This is an optimization exercise on Yosys and OpenROAD, whose aim is small area, a short achievable clock period and few clock cycles, not a production implementation.
RTL that was checked went through simulation tests only; none was proved equivalent to the original.
Power figures rest on the tool's default switching activity, not on a simulated workload.

## fcsu
module fcsu (
    input  wire        clk,
    input  wire        rst,
    input  wire        h_valid,
    output wire        h_ready,
    input  wire        h_write,
    input  wire        h_word,
    input  wire [17:0] h_addr,
    input  wire [31:0] h_wdata,
    output wire        h_done,
    output wire [31:0] h_rdata,
    output reg         in_en,
    output reg         in_we,
    output reg  [3:0]  in_wmask,
    output reg  [11:0] in_addr,
    output reg  [31:0] in_wdata,
    input  wire [31:0] in_rdata,
    output reg         out_en,
    output reg         out_we,
    output reg  [3:0]  out_wmask,
    output reg  [11:0] out_addr,
    output reg  [31:0] out_wdata,
    input  wire [31:0] out_rdata
);
    localparam [3:0] ST_OK        = 4'h0;
    localparam [3:0] ST_EMPTY     = 4'h1;
    localparam [3:0] ST_LEN_MIS   = 4'h2;
    localparam [3:0] ST_UNK_ITEM  = 4'h3;
    localparam [3:0] ST_TRUNC     = 4'h4;
    localparam [3:0] ST_BAD_WIDTH = 4'h5;
    localparam [3:0] ST_TOO_LONG  = 4'h6;
    localparam [3:0] ST_INV_ARG   = 4'h7;
    localparam [3:0] ST_SMP_END   = 4'h8;
    localparam [3:0] ST_NOT_ARMED = 4'h9;
    localparam [3:0] ST_ILLEGAL   = 4'hA;
    localparam [3:0] S_IDLE = 4'd0;    
    localparam [3:0] S_RDB  = 4'd1;    
    localparam [3:0] S_ENC  = 4'd2;    
    localparam [3:0] S_DEC1 = 4'd3;    
    localparam [3:0] S_DEC2 = 4'd4;    
    localparam [3:0] S_NXW  = 4'd5;    
    localparam [3:0] S_NX2  = 4'd6;    
    localparam [3:0] S_ENC0 = 4'd7;    
    localparam [3:0] S_DIV  = 4'd8;    
    reg [3:0]  state;
    reg        mflag;      
    reg        rdv;        
    reg        el;         
    reg        rrg;        
    reg [5:0]  ra;         
    reg [1:0]  lane;       
    reg [31:0] type_r, item_r, tlen_r, hdr_r, width_r, soff_r, slen_r;
    reg [13:0] in_len;
  ...
For scale: about 410 flip-flops, roughly 250 I/O pins, roughly 25000 um2 of cells after synthesis.
export LEC_CHECK = 0
export CAP_MARGIN = 20
export CORE_MARGIN = 2
export CORE_UTILIZATION = 50
export CTS_BUF_LIST = sky130_fd_sc_hd__clkbuf_8
export CTS_CLUSTER_DIAMETER = 60
export CTS_CLUSTER_SIZE = 10
export PLACE_DENSITY = 0.65
export SETUP_SLACK_MARGIN = 4.5
export SLEW_MARGIN = 20
create_clock -name core_clock -period 10.0 [get_ports {clk}]
standard.sh (not shown) runs the stock make flow with config.mk's settings and CLKGATE_MAP_FILE= SYNTH_SCRIPT=/design/flow/synth_recipe.tcl, a recipe that flattens the netlist after the stock synthesis.
==> flow/flow/run.sh <==
#!/bin/bash
# The standard layout (the standard.sh: standard synthesis, floorplan,
# placement, CTS, routing), with changes to which cells are chosen only:
# - the port buffers are plain buf_2 cells instead of the delay buffer
#   buffer_ports picks by default;
# - timing repair may swap a cell for one of another footprint;
# - besides the platform's don't-use cells, the slow wide OR / NOR gates
#   (or4 or4b or4bb or3 or3b nor4 nor4b nor4bb) are not used, so that wide address decodes map to
#   NAND / NOR trees.
# ORFS's own logs stay under orfs/logs; the make output goes to standard.log.
set -euo pipefail
PLATFORM_DONT_USE="sky130_fd_sc_hd__probe_p_8 sky130_fd_sc_hd__probec_p_8 sky130_fd_sc_hd__lpflow_bleeder_1 sky130_fd_sc_hd__lpflow_clkbufkapwr_1 sky130_fd_sc_hd__lpflow_clkbufkapwr_16 sky130_fd_sc_hd__lpflow_clkbufkapwr_2 sky130_fd_sc_hd__lpflow_clkbufkapwr_4 sky130_fd_sc_hd__lpflow_clkbufkapwr_8 sky130_fd_sc_hd__lpflow_clkinvkapwr_1 sky130_fd_sc_hd__lpflow_clkinvkapwr_16 sky130_fd_sc_hd__lpflow_clkinvkapwr_2 sky130_fd_sc_hd__lpflow_clkinvkapwr_4 sky130_fd_sc_hd__lpflow_clkinvkapwr_8 sky130_fd_sc_hd__lpflow_decapkapwr_12 sky130_fd_sc_hd__lpflow_decapkapwr_3 sky130_fd_sc_hd__lpflow_decapkapwr_4 sky130_fd_sc_hd__lpflow_decapkapwr_6 sky130_fd_sc_hd__lpflow_decapkapwr_8 sky130_fd_sc_hd__lpflow_inputiso0n_1 sky130_fd_sc_hd__lpflow_inputiso0p_1 sky130_fd_sc_hd__lpflow_inputiso1n_1 sky130_fd_sc_hd__lpflow_inputiso1p_1 sky130_fd_sc_hd__lpflow_inputisolatch_1 sky130_fd_sc_hd__lpflow_isobufsrc_1 sky130_fd_sc_hd__lpflow_isobufsrc_16 sky130_fd_sc_hd__lpflow_isobufsrc_2 sky130_fd_sc_hd__lpflow_isobufsrc_4 sky130_fd_sc_hd__lpflow_isobufsrc_8 sky130_fd_sc_hd__lpflow_isobufsrckapwr_16 sky130_fd_sc_hd__lpflow_lsbuf_lh_hl_isowell_tap_1 sky130_fd_sc_hd__lpflow_lsbuf_lh_hl_isowell_tap_2 sky130_fd_sc_hd__lpflow_lsbuf_lh_hl_isowell_tap_4 sky130_fd_sc_hd__lpflow_lsbuf_lh_isowell_4 sky130_fd_sc_hd__lpflow_lsbuf_lh_isowell_tap_1 sky130_fd_sc_hd__lpflow_lsbuf_lh_isowell_tap_2 sky130_fd_sc_hd__lpflow_lsbuf_lh_isowell_tap_4 "
EXTRA_DONT_USE=" sky130_fd_sc_hd__or4_1 sky130_fd_sc_hd__or4_2 sky130_fd_sc_hd__or4_4 sky130_fd_sc_hd__or4b_1 sky130_fd_sc_hd__or4b_2 sky130_fd_sc_hd__or4b_4 sky130_fd_sc_hd__or4bb_1 sky130_fd_sc_hd__or4bb_2 sky130_fd_sc_hd__or4bb_4 sky130_fd_sc_hd__or3_1 sky130_fd_sc_hd__or3_2 sky130_fd_sc_hd__or3_4 sky130_fd_sc_hd__or3b_1 sky130_fd_sc_hd__or3b_2 sky130_fd_sc_hd__or3b_4 sky130_fd_sc_hd__nor4_1 sky130_fd_sc_hd__nor4_2 sky130_fd_sc_hd__nor4_4 sky130_fd_sc_hd__nor4b_1 sky130_fd_sc_hd__nor4b_2 sky130_fd_sc_hd__nor4b_4 sky130_fd_sc_hd__nor4bb_1 sky130_fd_sc_hd__nor4bb_2 sky130_fd_sc_hd__nor4bb_4"
bash standard.sh MATCH_CELL_FOOTPRINT=0 "BUFFER_PORTS_ARGS=-buffer_cell sky130_fd_sc_hd__buf_2" \
    "DONT_USE_CELLS=$PLATFORM_DONT_USE $EXTRA_DONT_USE" finish > standard.log 2>&1
Edit:
--- a/flow/design.v
+++ b/flow/design.v
@@ -86,15 +86,17 @@
     wire        idle    = (state == S_IDLE);
     wire        acc     = h_valid && idle;
     wire        a_reg   = (h_addr[17:8] == 10'd0);
     wire        a_in    = (h_addr[17:14] == 4'b0100) && (h_addr[13:0] < 14'd8196);
     wire        a_out   = (h_addr[17:14] == 4'b1000) && (h_addr[13:0] < 14'd8194);
     wire        a_inw   = (h_addr[17:14] == 4'b0100);
     wire        a_outw  = (h_addr[17:14] == 4'b1000);
-    wire        a_fast  = (a_off == 6'h01) || (a_off == 6'h18);
+    wire        a_fast  = (a_off == 6'h01) || (a_off == 6'h0A) ||
+                          (a_off >= 6'h0B && a_off <= 6'h13) ||
+                          (a_off == 6'h16) || (a_off == 6'h18);
     wire [5:0]  a_off   = h_addr[7:2];
     wire        legal   = (h_wdata[31:3] == 29'd0);
     wire [2:0]  opcode  = h_wdata[2:0];
     wire        wr_reg  = acc && h_write && a_reg;
     wire        cmd_go  = wr_reg && (a_off == 6'h00);
     wire        cmd_ok  = cmd_go && legal;
     wire        op_pack = cmd_ok && (opcode == 3'd1);
@@ -172,34 +174,41 @@
             6'h03: reg_rdata = item_r;
             6'h04: reg_rdata = tlen_r;
             6'h05: reg_rdata = hdr_r;
             6'h06: reg_rdata = width_r;
             6'h07: reg_rdata = soff_r;
             6'h08: reg_rdata = slen_r;
             6'h09: reg_rdata = {18'd0, in_len};
-            6'h0A: reg_rdata = {18'd0, out_len};
-            6'h0B: reg_rdata = {30'd0, rd_kind};
-            6'h0C: reg_rdata = {29'd0, rd_type};
-            6'h0D: reg_rdata = {16'd0, rd_item};
-            6'h0E: reg_rdata = {16'd0, rd_seq};
-            6'h0F: reg_rdata = {29'd0, rd_boff};
-            6'h10: reg_rdata = {18'd0, rd_blen};
-            6'h11: reg_rdata = {16'd0, r_hdr};
-            6'h12: reg_rdata = {18'd0, rd_declen};
-            6'h13: reg_rdata = {31'd0, r_esc};
             6'h14: reg_rdata = {10'd0, su_width, 5'd0, su_bps, 7'd0, su_armed};
             6'h15: reg_rdata = {18'd0, su_off};
-            6'h16: reg_rdata = {18'd0, su_count};
             6'h17: reg_rdata = {18'd0, su_pos};
             6'h19: reg_rdata = 32'h4643_5301;
             6'h1A: reg_rdata = 32'd8196;
             default: reg_rdata = 32'd0;
         endcase
     end
-    wire [31:0] fast_rdata = a_off[0] ? {28'd0, status} : su_sample;
+    wire [63:0] fd = 64'd1 << a_off;
+    wire        f_c  = (fd[13] && !(rd_type[2] && rd_type[1:0] != 2'd0)) ||
+                       (fd[14] && rd_type == 3'd5);
+    wire        f_h  = fd[17] || (fd[18] && m_t && !r_esc);
+    wire        f_dc = fd[18] && m_t && r_esc;
+    wire [31:0] fast_rdata =
+        ({32{fd[1]}}  & {28'd0, status}) |
+        ({32{fd[10]}} & {18'd0, out_len}) |
+        ({32{fd[11]}} & {30'd0, rd_kind}) |
+        ({32{fd[12]}} & {29'd0, rd_type}) |
+        ({32{f_c}}    & {16'd0, r_c}) |
+        ({32{fd[15]}} & {29'd0, rd_boff}) |
+        ({32{fd[16]}} & {18'd0, rd_blen}) |
+        ({32{fd[17]}} & {16'd0, r_hdr[15:13], 13'd0}) |
+        ({32{f_h}}    & {19'd0, r_hdr[12:0]}) |
+        ({32{f_dc}}   & 32'd8194) |
+        ({32{fd[19]}} & {31'd0, r_esc}) |
+        ({32{fd[22]}} & {18'd0, su_count}) |
+        ({32{fd[24]}} & su_sample);
     wire        rdb      = (state == S_RDB);
     wire [1:0]  rsel     = rdb ? lane : su_o;
     wire [63:0] rot2     = {in_rdata, in_rdata} >> {rsel, 3'b000};
     wire [31:0] rot      = rot2[31:0];
     wire [7:0]  out_byte = out_rdata[8*lane +: 8];
     wire        enc      = (state == S_ENC);
     wire [11:0] k        = out_len[11:0];
- routed wire length is lower by 2.7%
- global-route usage is lower by 1.7 points
- total power is lower by 1.9%
- synthesized cell count is higher by about 3.4%
- worst setup slack gains 42 ps
- clock-buffer cell count is lower by 1
Testbench counts after the change, summed over its fixed seeds: cycles 126,101.
No functional check of the RTL was part of the first run of this note.

[afterwards: timing with drivers on the ports]
Ports are ideal in the flow. The routed layouts listed here were re-timed in OpenROAD.
Step 1: set_driving_cell puts a clkbuf_16 on clk and a buf_2 on each other input, an assumption about the parent block.
Step 2 moves the port delays by t, midway between the first and last clock arrival at a register: inputs arrive t later, outputs are due t later. That takes back most of the time a late clock gives input paths.
Three values: ideal, step 1, step 2; two values: the first two.
run	t (ns)	setup slack, ns	cell pins on the clock port's net
the first run	0.746	4.357 / 4.301 / 3.887	1
the second run	0.720	4.398 / 4.331 / 4.331	1
After both steps every run listed still meets setup and hold. For the first run, which loses most, drivers alone change the setup slack by -0.056 ns; drivers and shift together by -0.470 ns.
